From an optimization exercise on the open Yosys and OpenROAD flow, aimed at small area, a short achievable clock period and few clock cycles per item; shortcuts taken in it are not production practice.
In this exercise RTL edits were held to simulation tests only and were not proved equivalent to the original.
Power figures rest on the tool's default switching activity, not on a simulated workload.

### flow/config.mk
export PLATFORM = sky130hd
export DESIGN_NAME = radio_mode_fsm
export DESIGN_NICKNAME = radio_mode_fsm
export VERILOG_FILES = /design/flow/design.v
export SDC_FILE = /design/flow/constraint.sdc
export NUM_CORES = 4
export LEC_CHECK = 0
export CAP_MARGIN = 20
export CORE_MARGIN = 2
export CORE_UTILIZATION = 40
export PLACE_DENSITY = 0.6
export SLEW_MARGIN = 20
### flow/constraint.sdc
create_clock -name core_clock -period 8.0 [get_ports {clk}]
set_input_delay 1.6000 -clock core_clock [delete_from_list [all_inputs] [get_ports {clk}]]
set_output_delay 1.6000 -clock core_clock [all_outputs]
set_load 0.01 [all_outputs]
### flow/design.v
module radio_mode_fsm #(
    parameter [7:0]  CHANNEL_RESET = 8'h0B,
    parameter [15:0] CCACFG_RESET  = 16'h0000
) (
    input  wire        clk,
    input  wire        rst,             
    input  wire        in_valid,
    output wire        in_ready,
    input  wire        in_kind,         
    input  wire [31:0] in_word,
    input  wire [31:0] in_arg,
    input  wire        in_abortable,    
    input  wire        in_ack_req,      
    input  wire [31:0] pool_handle,
    output wire        pool_take,
    output wire        rsp_valid,
    output wire [31:0] rsp_word,
    output wire        out_valid,
    output wire [31:0] out_w0,
    output wire [31:0] out_w1,
    output reg  [1:0]  need,
    output reg  [7:0]  hw_channel,
    output reg  [15:0] hw_cca,
    output wire [7:0]  fault
);
    localparam [3:0] ST_DIS   = 4'd0,  ST_SLEEP = 4'd1,  ST_WT    = 4'd2,
                     ST_WRF   = 4'd3,  ST_RXH   = 4'd4,  ST_RXF   = 4'd5,
                     ST_TXACK = 4'd6,  ST_CCATX = 4'd7,  ST_TXF   = 4'd8,
                     ST_RXACK = 4'd9,  ST_ED    = 4'd10, ST_CCA   = 4'd11,
                     ST_CC    = 4'd12;
    localparam [3:0] E_RXS  = 4'd0,  E_TXC  = 4'd1,  E_AM0  = 4'd2,  E_AM1  = 4'd3,
                     E_RXC0 = 4'd4,  E_RXC1 = 4'd5,  E_ACK0 = 4'd6,  E_ACK1 = 4'd7,
                     E_ATO  = 4'd8,  E_EDC  = 4'd9,  E_CCA0 = 4'd10, E_CCA1 = 4'd11,
                     E_DIS  = 4'd12, E_TSG  = 4'd13, E_TSR  = 4'd14;
    localparam [2:0] R_TX = 3'd0, R_RX = 3'd1, R_ED = 3'd2, R_EDAB = 3'd3,
                     R_CCA = 3'd4, R_CCAAB = 3'd5;
    reg  [3:0]  state;
    reg         ts_granted;
    reg  [31:0] rx_buffer;
    reg         rx_none;             
    reg         pending_rx;
    reg         resume;
    reg         job_ack_req;
    reg  [31:0] job_frame;           
    reg  [7:0]  cfg_channel;
    reg         pending_channel;
    reg  [15:0] cfg_cca;
    reg         pending_cca;
    reg         cs_held;
    reg  [2:0]  fault_r;
    reg  [3:0]  evq [0:15];
    reg  [4:0]  evq_tail;            
    reg  [3:0]  evq_head;
    reg         ed_held;             
    reg  [7:0]  energy;
    reg         take_r;
    reg         rsp_v;
    reg  [3:0]  rsp_lo;
    reg         rsp_st;
    reg         rec_v;
    reg  [2:0]  rec_type;
    reg  [1:0]  rec_lo;
    assign pool_take = take_r;
    assign rsp_valid = rsp_v;
    assign rsp_word  = {24'd0, rsp_st ? state : 4'd0, rsp_lo};
    assign out_valid = rec_v;
    assign out_w0    = {5'b10000, rec_type, 16'd0,
                        (rec_type == R_ED) ? energy : {6'd0, rec_lo}};
    assign out_w1    = job_frame;
    assign fault     = {5'd0, fault_r};
    wire queued   = (evq_tail != 5'd0);
    wire go       = (fault_r == 3'd0) && !take_r;
    assign in_ready = go && (cs_held || !queued);
    wire drain    = go && !cs_held && queued;
    wire accept   = in_valid && in_ready;
    wire [7:0] opc   = in_word[31:24];
    wire z23_8 = (in_word[23:8] == 16'd0);
    wire z7_1  = (in_word[7:1] == 7'd0);
    wire b0    = in_word[0];
    reg        ev_ok;
    reg  [3:0] ev_code;
    always @* begin
        ev_ok   = 1'b1;
        ev_code = E_RXS;
        case (opc)
            8'h40: begin ev_code = E_RXS;  ev_ok = z23_8 && z7_1 && !b0; end
            8'h41: begin ev_code = b0 ? E_AM1 : E_AM0;   ev_ok = z23_8 && z7_1; end
            8'h42: begin ev_code = b0 ? E_RXC1 : E_RXC0; ev_ok = z23_8 && z7_1; end
            8'h43: begin ev_code = E_TXC;  ev_ok = z23_8 && z7_1 && !b0; end
            8'h44: begin ev_code = b0 ? E_ACK1 : E_ACK0; ev_ok = z23_8 && z7_1; end
            8'h45: begin ev_code = E_ATO;  ev_ok = z23_8 && z7_1 && !b0; end
            8'h46: begin ev_code = E_EDC;  ev_ok = z23_8; end
            8'h47: begin ev_code = b0 ? E_CCA1 : E_CCA0; ev_ok = z23_8 && z7_1; end
            8'h48: begin ev_code = E_DIS;  ev_ok = z23_8 && z7_1 && !b0; end
            8'h60: begin ev_code = E_TSG;  ev_ok = z23_8 && z7_1 && !b0; end
            8'h61: begin ev_code = E_TSR;  ev_ok = z23_8 && z7_1 && !b0; end
            default: ev_ok = 1'b0;
        endcase
    end
    reg cmd_ok;
    always @* begin
        case (opc)
            8'h01, 8'h02, 8'h04, 8'h05, 8'h06, 8'h08, 8'h09, 8'h0A, 8'h0B,
            8'h0E, 8'h0F: cmd_ok = z23_8 && z7_1 && !b0;
            8'h03:        cmd_ok = z23_8 && z7_1;
            8'h10:        cmd_ok = in_word[23:8] == 16'd0;
            8'h11:        cmd_ok = in_word[23:16] == 8'd0;
            default:      cmd_ok = 1'b0;
        endcase
    end
    wire needs_cs = (opc >= 8'h01 && opc <= 8'h06) || (opc >= 8'h08 && opc <= 8'h0B);
    wire arg_zero = (in_arg == 32'd0);
    wire pool_zero = (pool_handle == 32'd0);
    wire recv_active = (state == ST_WRF) || (state == ST_RXH) ||
                       (state == ST_RXF) || (state == ST_TXACK);
    wire tx_family   = (state == ST_CCATX) || (state == ST_TXF) || (state == ST_RXACK);
    reg  [3:0]  n_state;
    reg         n_ts;
    reg         n_rx_none;
    reg         n_pending_rx;
    reg         n_resume;
    reg         n_job_ack_req;
    reg  [31:0] n_job_frame;
    reg  [7:0]  n_cfg_channel;
    reg         n_pending_channel;
    reg  [15:0] n_cfg_cca;
    reg         n_pending_cca;
    reg         n_cs;
    reg  [2:0]  n_fault;
    reg         ld_buf_pool, ld_buf_arg;
    reg         enq, deq;
    reg         ld_energy, set_ed;
    reg         take;
    reg         n_rsp_v;
    reg  [3:0]  n_rsp_lo;
    reg         n_rsp_st;
    reg         n_rec_v;
    reg  [2:0]  n_rec_type;
    reg  [1:0]  n_rec_lo;
    reg         do_ev;
    reg  [3:0]  ec;
    reg         erl;                 
    reg         erl_fresh;           
    reg         erl_ts;
    reg         cj;                  
    reg  [1:0]  cj_o;
    reg         settle;
    reg  [1:0]  probe;               
    reg         bz;
    always @* begin
        n_state           = state;
        n_ts              = ts_granted;
        n_rx_none         = rx_none;
        n_pending_rx      = pending_rx;
        n_resume          = resume;
        n_job_ack_req     = job_ack_req;
        n_job_frame       = job_frame;
        n_cfg_channel     = cfg_channel;
        n_pending_channel = pending_channel;
        n_cfg_cca         = cfg_cca;
        n_pending_cca     = pending_cca;
        n_cs              = cs_held;
        n_fault           = fault_r;
        ld_buf_pool       = 1'b0;
        ld_buf_arg        = 1'b0;
        enq               = 1'b0;
        deq               = 1'b0;
        ld_energy         = 1'b0;
        set_ed            = 1'b0;
        take              = 1'b0;
        n_rsp_v           = 1'b0;
        n_rsp_lo          = 4'd1;
        n_rsp_st          = 1'b0;
        n_rec_v           = 1'b0;
        n_rec_type        = R_TX;
        n_rec_lo          = 2'd0;
        do_ev             = 1'b0;
        ec                = evq[evq_head];
        erl               = 1'b0;
        erl_fresh         = 1'b0;
        erl_ts            = ts_granted;
        cj                = 1'b0;
        cj_o              = 2'd0;
        settle            = 1'b0;
        bz                = 1'b0;
        if (recv_active)
            probe = 2'd0;
        else if (state == ST_SLEEP)
            probe = ts_granted ? 2'd0 : 2'd2;
        else if (state == ST_WT)
            probe = resume ? 2'd1 : (ts_granted ? 2'd0 : 2'd2);
        else
            probe = 2'd1;
        if (drain) begin
            do_ev = 1'b1;
            deq   = 1'b1;
        end else if (accept && in_kind) begin
            if (!ev_ok)
                n_fault = 3'd1;
            else if (cs_held) begin
                if (evq_tail[4])
                    n_fault = 3'd6;
                else begin
                    enq = 1'b1;
                    if (opc == 8'h46) begin
                        set_ed    = 1'b1;
                        ld_energy = !ed_held;
                    end
                end
            end else begin
                do_ev     = 1'b1;
                ec        = ev_code;
                ld_energy = 1'b1;
            end
        end else if (accept) begin
            if (!cmd_ok)
                n_fault = 3'd1;
            else if ((opc == 8'h03 || opc == 8'h09) && arg_zero)
                n_fault = 3'd7;
            else if (needs_cs && !cs_held)
                n_fault = 3'd2;
            else if (opc == 8'h0E && cs_held)
                n_fault = 3'd3;
            else if (opc == 8'h0F && !cs_held)
                n_fault = 3'd4;
            else begin
                settle  = 1'b1;
                n_rsp_v = 1'b1;
                case (opc)
                    8'h01: begin                                     
                        if ((state == ST_WT && !resume) || state == ST_WRF ||
                            (state == ST_RXH && in_abortable)) begin
                            n_pending_rx = 1'b0;
                            n_resume     = 1'b0;
                            n_state      = ST_DIS;
                        end else
                            n_rsp_lo = 4'd2;
                    end
                    8'h02: begin                                     
                        if (state == ST_SLEEP || state == ST_CC ||
                            (state == ST_WT && resume))
                            erl = 1'b1;
                        else if (!(state == ST_WT || recv_active))
                            n_rsp_lo = 4'd2;
                    end
                    8'h03: begin                                     
                        if (state == ST_WRF || state == ST_RXH || state == ST_RXF) begin
                            n_job_frame   = in_arg;
                            n_job_ack_req = in_ack_req;
                            n_state       = in_word[0] ? ST_CCATX : ST_TXF;
                        end else if (state == ST_WT)
                            n_rsp_lo = 4'd4;
                        else
                            n_rsp_lo = 4'd2;
                    end
                    8'h04, 8'h05, 8'h06: begin                       
                        if (probe == 2'd0) begin
                            n_pending_rx = 1'b0;
                            n_resume     = 1'b0;
                            n_state      = (opc == 8'h04) ? ST_ED :
                                           (opc == 8'h05) ? ST_CCA : ST_CC;
                        end else if (probe == 2'd2)
                            n_rsp_lo = 4'd4;
                        else
                            n_rsp_lo = 4'd2;
                    end
                    8'h08: n_rsp_st = 1'b1;                          
                    8'h09: begin                                     
                        if (pending_rx && state == ST_WT) begin
                            ld_buf_arg   = 1'b1;
                            n_rx_none    = 1'b0;
                            n_pending_rx = 1'b0;
                            if (ts_granted)
                                n_state = ST_WRF;
                            n_rsp_lo = 4'd9;
                        end
                    end
                    8'h0A: n_pending_channel = 1'b1;
                    8'h0B: n_pending_cca     = 1'b1;
                    8'h0E: n_cs              = 1'b1;
                    8'h0F: begin                                     
                        n_cs = 1'b0;
                        if (queued) begin
                            do_ev = 1'b1;
                            deq   = 1'b1;
                        end
                    end
                    8'h10: n_cfg_channel = in_word[7:0];
                    8'h11: n_cfg_cca     = in_word[15:0];
                    default: ;
                endcase
            end
        end
        if (do_ev) begin
            settle = 1'b1;
            case (ec)
                E_RXS:  if (state == ST_WRF) n_state = ST_RXH;
                E_AM0:  if (state == ST_RXH) n_state = ST_WRF;
                E_AM1:  if (state == ST_RXH) n_state = ST_RXF;
                E_RXC0, E_RXC1:
                    if (state == ST_RXF) begin
                        n_rec_v     = 1'b1;
                        n_rec_type  = R_RX;
                        n_job_frame = rx_buffer;
                        if (ec == E_RXC1) begin
                            n_rx_none = 1'b1;
                            n_state   = ST_TXACK;
                        end else begin
                            erl       = 1'b1;
                            erl_fresh = 1'b1;
                        end
                    end
                E_TXC:
                    if (state == ST_TXF) begin
                        if (job_ack_req)
                            n_state = ST_RXACK;
                        else
                            cj = 1'b1;
                    end else if (state == ST_TXACK)
                        erl = 1'b1;
                E_ACK1: if (state == ST_RXACK) cj = 1'b1;
                E_ATO:
                    if (state == ST_RXACK) begin
                        cj   = 1'b1;
                        cj_o = 2'd2;
                    end
                E_EDC:
                    if (state == ST_ED) begin
                        n_rec_v    = 1'b1;
                        n_rec_type = R_ED;
                        erl        = 1'b1;
                    end
                E_CCA0, E_CCA1:
                    if (state == ST_CCATX) begin
                        if (ec == E_CCA1) begin
                            cj   = 1'b1;
                            cj_o = 2'd1;
                        end else
                            n_state = ST_TXF;
                    end else if (state == ST_CCA) begin
                        n_rec_v    = 1'b1;
                        n_rec_type = R_CCA;
                        n_rec_lo   = {1'b0, ec == E_CCA1};
                        erl        = 1'b1;
                    end
                E_DIS:  if (state == ST_DIS) n_state = ST_SLEEP;
                E_TSG: begin
                    n_ts   = 1'b1;
                    erl_ts = 1'b1;
                    if (state == ST_WT) begin
                        if (resume) begin
                            n_resume = 1'b0;
                            n_state  = ST_CC;
                        end else if (!pending_rx)
                            erl = 1'b1;
                    end
                end
                E_TSR: begin
                    n_ts   = 1'b0;
                    erl_ts = 1'b0;
                    if (state == ST_DIS)
                        n_state = ST_SLEEP;
                    else if (recv_active)
                        erl = 1'b1;
                    else if (state == ST_ED) begin
                        n_rec_v    = 1'b1;
                        n_rec_type = R_EDAB;
                        erl        = 1'b1;
                    end else if (state == ST_CCA) begin
                        n_rec_v    = 1'b1;
                        n_rec_type = R_CCAAB;
                        erl        = 1'b1;
                    end else if (tx_family) begin
                        cj   = 1'b1;
                        cj_o = 2'd3;
                    end else if (state == ST_CC) begin
                        n_resume = 1'b1;
                        n_state  = ST_WT;
                    end
                end
                default: ;
            endcase
            if (cj) begin
                n_rec_v    = 1'b1;
                n_rec_type = R_TX;
                n_rec_lo   = cj_o;
                erl        = 1'b1;
            end else if (n_rec_v && n_rec_type != R_RX)
                n_job_frame = 32'd0;
        end
        if (erl) begin
            bz           = erl_fresh || rx_none;
            take         = bz;
            ld_buf_pool  = bz;
            n_rx_none    = bz && pool_zero;
            n_pending_rx = bz && pool_zero;
            n_state      = (!(bz && pool_zero) && erl_ts) ? ST_WRF : ST_WT;
            n_resume     = 1'b0;
        end
        if (settle && (n_state == ST_SLEEP || n_state == ST_WT || n_state == ST_WRF)) begin
            n_pending_channel = 1'b0;
            n_pending_cca     = 1'b0;
        end
    end
    wire upd_channel = settle && n_pending_channel == 1'b0 && pending_channel;
    wire upd_cca     = settle && n_pending_cca == 1'b0 && pending_cca;
    wire set_channel = n_pending_channel == 1'b0 && settle && accept && !in_kind && opc == 8'h0A;
    wire set_cca     = n_pending_cca == 1'b0 && settle && accept && !in_kind && opc == 8'h0B;
    always @(posedge clk) begin
        if (rst) begin
            state           <= ST_SLEEP;
            ts_granted      <= 1'b0;
            rx_none         <= 1'b1;
            pending_rx      <= 1'b0;
            resume          <= 1'b0;
            cfg_channel     <= CHANNEL_RESET;
            hw_channel      <= CHANNEL_RESET;
            pending_channel <= 1'b0;
            cfg_cca         <= CCACFG_RESET;
            hw_cca          <= CCACFG_RESET;
            pending_cca     <= 1'b0;
            cs_held         <= 1'b0;
            fault_r         <= 3'd0;
            evq_tail        <= 5'd0;
            evq_head        <= 4'd0;
            ed_held         <= 1'b0;
            take_r          <= 1'b0;
            rsp_v           <= 1'b0;
            rec_v           <= 1'b0;
        end else begin
            state           <= n_state;
            ts_granted      <= n_ts;
            rx_none         <= n_rx_none;
            pending_rx      <= n_pending_rx;
            resume          <= n_resume;
            cfg_channel     <= n_cfg_channel;
            pending_channel <= n_pending_channel;
            cfg_cca         <= n_cfg_cca;
            pending_cca     <= n_pending_cca;
            cs_held         <= n_cs;
            fault_r         <= n_fault;
            take_r          <= take;
            rsp_v           <= n_rsp_v;
            rec_v           <= n_rec_v;
            if (upd_channel || set_channel)
                hw_channel <= cfg_channel;
            if (upd_cca || set_cca)
                hw_cca <= cfg_cca;
            if (enq)
                evq_tail <= evq_tail + 5'd1;
            if (set_ed)
                ed_held <= 1'b1;
            if (deq) begin
                if ({1'b0, evq_head} + 5'd1 == evq_tail) begin
                    evq_head <= 4'd0;
                    evq_tail <= 5'd0;
                    ed_held  <= 1'b0;
                end else
                    evq_head <= evq_head + 4'd1;
            end
        end
    end
    always @(posedge clk) begin
        job_ack_req <= n_job_ack_req;
        job_frame   <= n_job_frame;
        rsp_lo      <= n_rsp_lo;
        rsp_st      <= n_rsp_st;
        rec_type    <= n_rec_type;
        rec_lo      <= n_rec_lo;
        if (ld_buf_pool)
            rx_buffer <= pool_handle;
        else if (ld_buf_arg)
            rx_buffer <= in_arg;
        if (ld_energy)
            energy <= in_word[7:0];
        if (enq)
            evq[evq_tail[3:0]] <= ev_code;
    end
    always @* begin
        case (state)
            ST_DIS, ST_SLEEP:                       need = 2'd0;
            ST_WT, ST_WRF, ST_RXH, ST_RXF,
            ST_ED, ST_CCA:                          need = 2'd1;
            default:                                need = 2'd2;
        endcase
    end
endmodule
### flow/run.sh
#!/bin/bash
# synth_recipe.tcl (not shown) runs the flow's synth.tcl, then flattens the netlist and writes it again
# the make line also repeats each setting of config.mk as NAME=value (left out here)
make -C /OpenROAD-flow-scripts/flow DESIGN_CONFIG=/design/flow/config.mk WORK_HOME=/design/flow/orfs CLKGATE_MAP_FILE= SYNTH_SCRIPT=/design/flow/synth_recipe.tcl finish
==> flow_summary.toml <==
[sta]
final_max_slew_viol_count = 0
post-route-period-util_pct = 84.3
fin_setup_tns_ps = 0
final-setup-viol-count = 0
worst_hold_slack_ps = 452
tightest_slew_ps = 930
skew_ps = 10.2
rsz0062_at_grt = "false"
max-slew-margin-rel_pct = 37.9
min_period_ps = 6740
final_hold_viol_count = 0
max_freq_mhz = 148
setup_slack_ps = 1260

[layout]
layout_commonest_cell = "clkdlybuf4s50_1"
fillers = 2856
final-seq-area_um2 = 5620
num_antenna_cells = 0
nets = 1526
multiInputGateArea_um2 = 6270
postLayoutCellArea_um2 = 15300
area_delta_synth_final_pct = 22.9
drive_above_1_share_pct = 10.8
final_cell_mix = "clkdlybuf4s50_1, nor2_1, dfxtp_1"
fin_util_pct = 50.0

[critical_path]
path_class = "in2reg"
worstPathRequired_ps = 8220
path_max_fanout = 32
r2r_setup_slack_ps = 2820
crit_family = "simple AND/OR/NAND/NOR gates"
arrival_ps = 6970
path_common_cell = "o21ai_0"
endpoint_kind = "flip-flop"
start_kind = "primary input"
critPathBufInv = 3
cp_slowest_cell = "nor4_1"
crit_chain = "clkdlybuf4s50_1, nor4_1, nand4_1, nor2_2, a41o_1, buf_4, mux2_2, o31ai_1, a211oi_2, a31o_1, o21ai_0, o21ai_0, nand2_1, buf_12"
max_stage_delay_ps = 800

[grt]
grt-ovfl-total = 0
grt_pass1_wl_mm = 58.6
grt_usage_pct = 22.7
grt_max_degree = 92
antenna_found_initial = 1
first_global_vias = 9812

[pwr]
power.density_nw_per_um2 = 166
p_int_mw = 1.98
peakVddDrop_v = 0.000129
p_sw_mw = 0.554
leakage_nw = 4.84
p_sw_share_pct = 21.8
combPwrFrac_pct = 5.7
p_seq_share_pct = 47.8
pwr-share-clk_pct = 46.5

[drt]
first_pass_iters = 6
vias = 10300
wl_mm = 38.1
drc = 0
dr_wl_met3_mm = 3.10
viasPerCell = 5.60
drt-initial-drc-count = 870
dr.max_layer_used = "met4"
wire_per_inst_um = 20.8
wl_met2_mm = 17.3
wl_met1_mm = 16.9
postRouteAntennaNets = 0

[clock_tree]
root_buffer = "clkbuf_16"
clock_path_buffers = 3
clk_latency_ps = 540
clk_pin_slew_worst_paths_ps = 60
cts_resized = 0
clock_sinks = 228
numCtsBuffers = 26
cts_tree = "built"
hold_buffers = 0
h-tree-depth = 1
post_cts_buffers = 0

[placement]
dp_hpwl_mm = 27.9
place_ws_ps = 920
placed_cell_area_um2 = 14500
io_buffers = 185
place.gp.congestion = 0.980

[logic_synthesis]
syn_area_um2 = 12500
netlist.area_leader.share_pct = 25.3
ys_async_sr_fraction_pct = 0
synthDistinctLibCells = 92
synth_top_area_cell = "edfxtp_1"
synthSimpleGateAreaFrac_pct = 20.9
synth_compound_area_share_pct = 12.9
synth_fa_ha_area_share_pct = 0.773
yosysSeqAreaShare_pct = 45.1
synth_top_family_by_area = "simple AND/OR/NAND/NOR gates"
netlist_instances = 1256
ys_seq_elements = 228
postSynthAreaPerCell_um2 = 9.92
synth-xor-area-share_pct = 1.09
yosys_warnings = 1
yosys-top-cells-area = "edfxtp_1, dfxtp_1, mux2i_1, nor2_1, mux2_2"
ys.flop_type = "dfxtp_1"
muxShareOfSynthArea_pct = 12.9
synth_edf_count = 105

[die]
num_rows = 64
pin_count = 236
start_util_pct = 40.6
coreArea_um2 = 30700
dieHeight_um = 181
die_x_um = 181
die_area_um2 = 32600

[hold_path]
hold_path.class = "reg2reg"

[status]
status = "finished clean"

[run]
drv_cap = 0
==> cell usage after synthesis (6+ instances only) <==
cell type and count:
nor2_1 138, dfxtp_1 123, edfxtp_1 105, nand2_1 94, mux2i_1 75, nor3_1 56, nand2b_1 55, buf_4 54
a21oi_1 48, a211oi_1 44, mux2_2 41, o21ai_0 41, clkbuf_1 40, nor4_1 30, nand3_1 26, buf_2 21
and2_1 17, mux4_2 17, nor2b_1 16, inv_1 13, nand4_1 13, and3_1 10, o211ai_1 9, a31oi_1 8
o22ai_1 8, or3_1 7, xor2_1 7, ha_1 6, or2_2 6, xnor2_1 6
==> flip-flops by register name, summed over array words and instances, names as in the netlist, 2 cells and up, named ones only <==
signal / count
cfg_channel: 8
rec_type: 3
state: 4
need: 2
evq: 64
job_frame: 32
rsp_lo: 4
evq_tail: 5
hw_cca: 16
rec_lo: 2
fault_r: 3
evq_head: 4
energy: 8
rx_buffer: 32
cfg_cca: 16
hw_channel: 8
==> final cells by class <==
cell class              count  area share [%]
clock buffers              37            4.78
well taps                 396            3.23
inverters                  15           0.367
multi-input cells         939            40.9
repair buffers            208            13.3
clock inverters            11           0.792
flip-flops and latches    228            36.6
==> layer usage <==
metal | up-vias | GRT usage (%)
li1 | 4870 | -
met1 | 4921 | 31.3
met2 | 418 | 36.2
met3 | 60 | 5.36
met4 | 0 | 5.39
met5 | - | 0
==> worst min-delay path, cell delays in order, from the launching register on <==
cell and delay [ps]:
dfxtp_1 310, nand2_1 50, a21oi_1 50
==> power groups by stage <==
stage / logic [mW] / registers [mW] / clock network, mW
2_1_floorplan: 0.0792 / 1.24 / 0
3_3_place_gp: 0.141 / 1.24 / 0
3_5_place_dp: 0.142 / 1.24 / 0
4_1_cts: 0.142 / 1.21 / 1.21
5_1_grt: 0.154 / 1.21 / 1.26
6_report: 0.144 / 1.21 / 1.18
==> cells by family (layout without fill, tap and decap cells) <==
logic type	Yosys count	in the layout
simple gates	507	507
flops	228	228
compound gates	226	226
buf+inv	137	271
mux	134	134
xor+xnor	14	14
fa+ha+maj	8	8
other cells	2	50
==> through the flow <==
step / cells / power, mW
6_report: 1834 / 2.54
2_1_floorplan: 1304 / 1.32
5_1_grt: 1834 / 2.62
3_5_place_dp: 1786 / 1.38
4_1_cts: 1834 / 2.56
3_3_place_gp: 1786 / 1.38
==> final timing paths <==
check | startpoint | to | cells past startpoint
worst max-delay path | in_word[21] | rx_buffer[14] | 14
worst min-delay path | cfg_cca[5] | cfg_cca[5] | 2
worst max register to register | flip-flop | rx_buffer[14] | 13
worst min register to register | cfg_cca[5] | cfg_cca[5] | 2
Testbench counts, summed over its fixed seeds: cycles 35,005, items 32,000.

separate check: timing with driven ports:
In the flow no input, the clock included, has a driving cell. The finished layout below was timed again as built, in two steps.
Step 1, drivers: a clkbuf_16 drives clk and a buf_2 each remaining input, both assumed.
Step 2 times the ports against the registers' clock, not the clock port: input delays grow and output delays shrink by t, the midpoint of the rising clock arrivals with the driver on.
a / b / c = no drivers / after step 1 / after step 2; a / b = the first two.
t (ns): 0.584
slack for setup (ns): 1.255 / 1.282 / 0.698
pins driven straight from the clock port: 1
After both steps setup and hold are still met in this run. For this run, drivers alone change the setup slack by +0.027 ns; drivers and shift together by -0.557 ns.
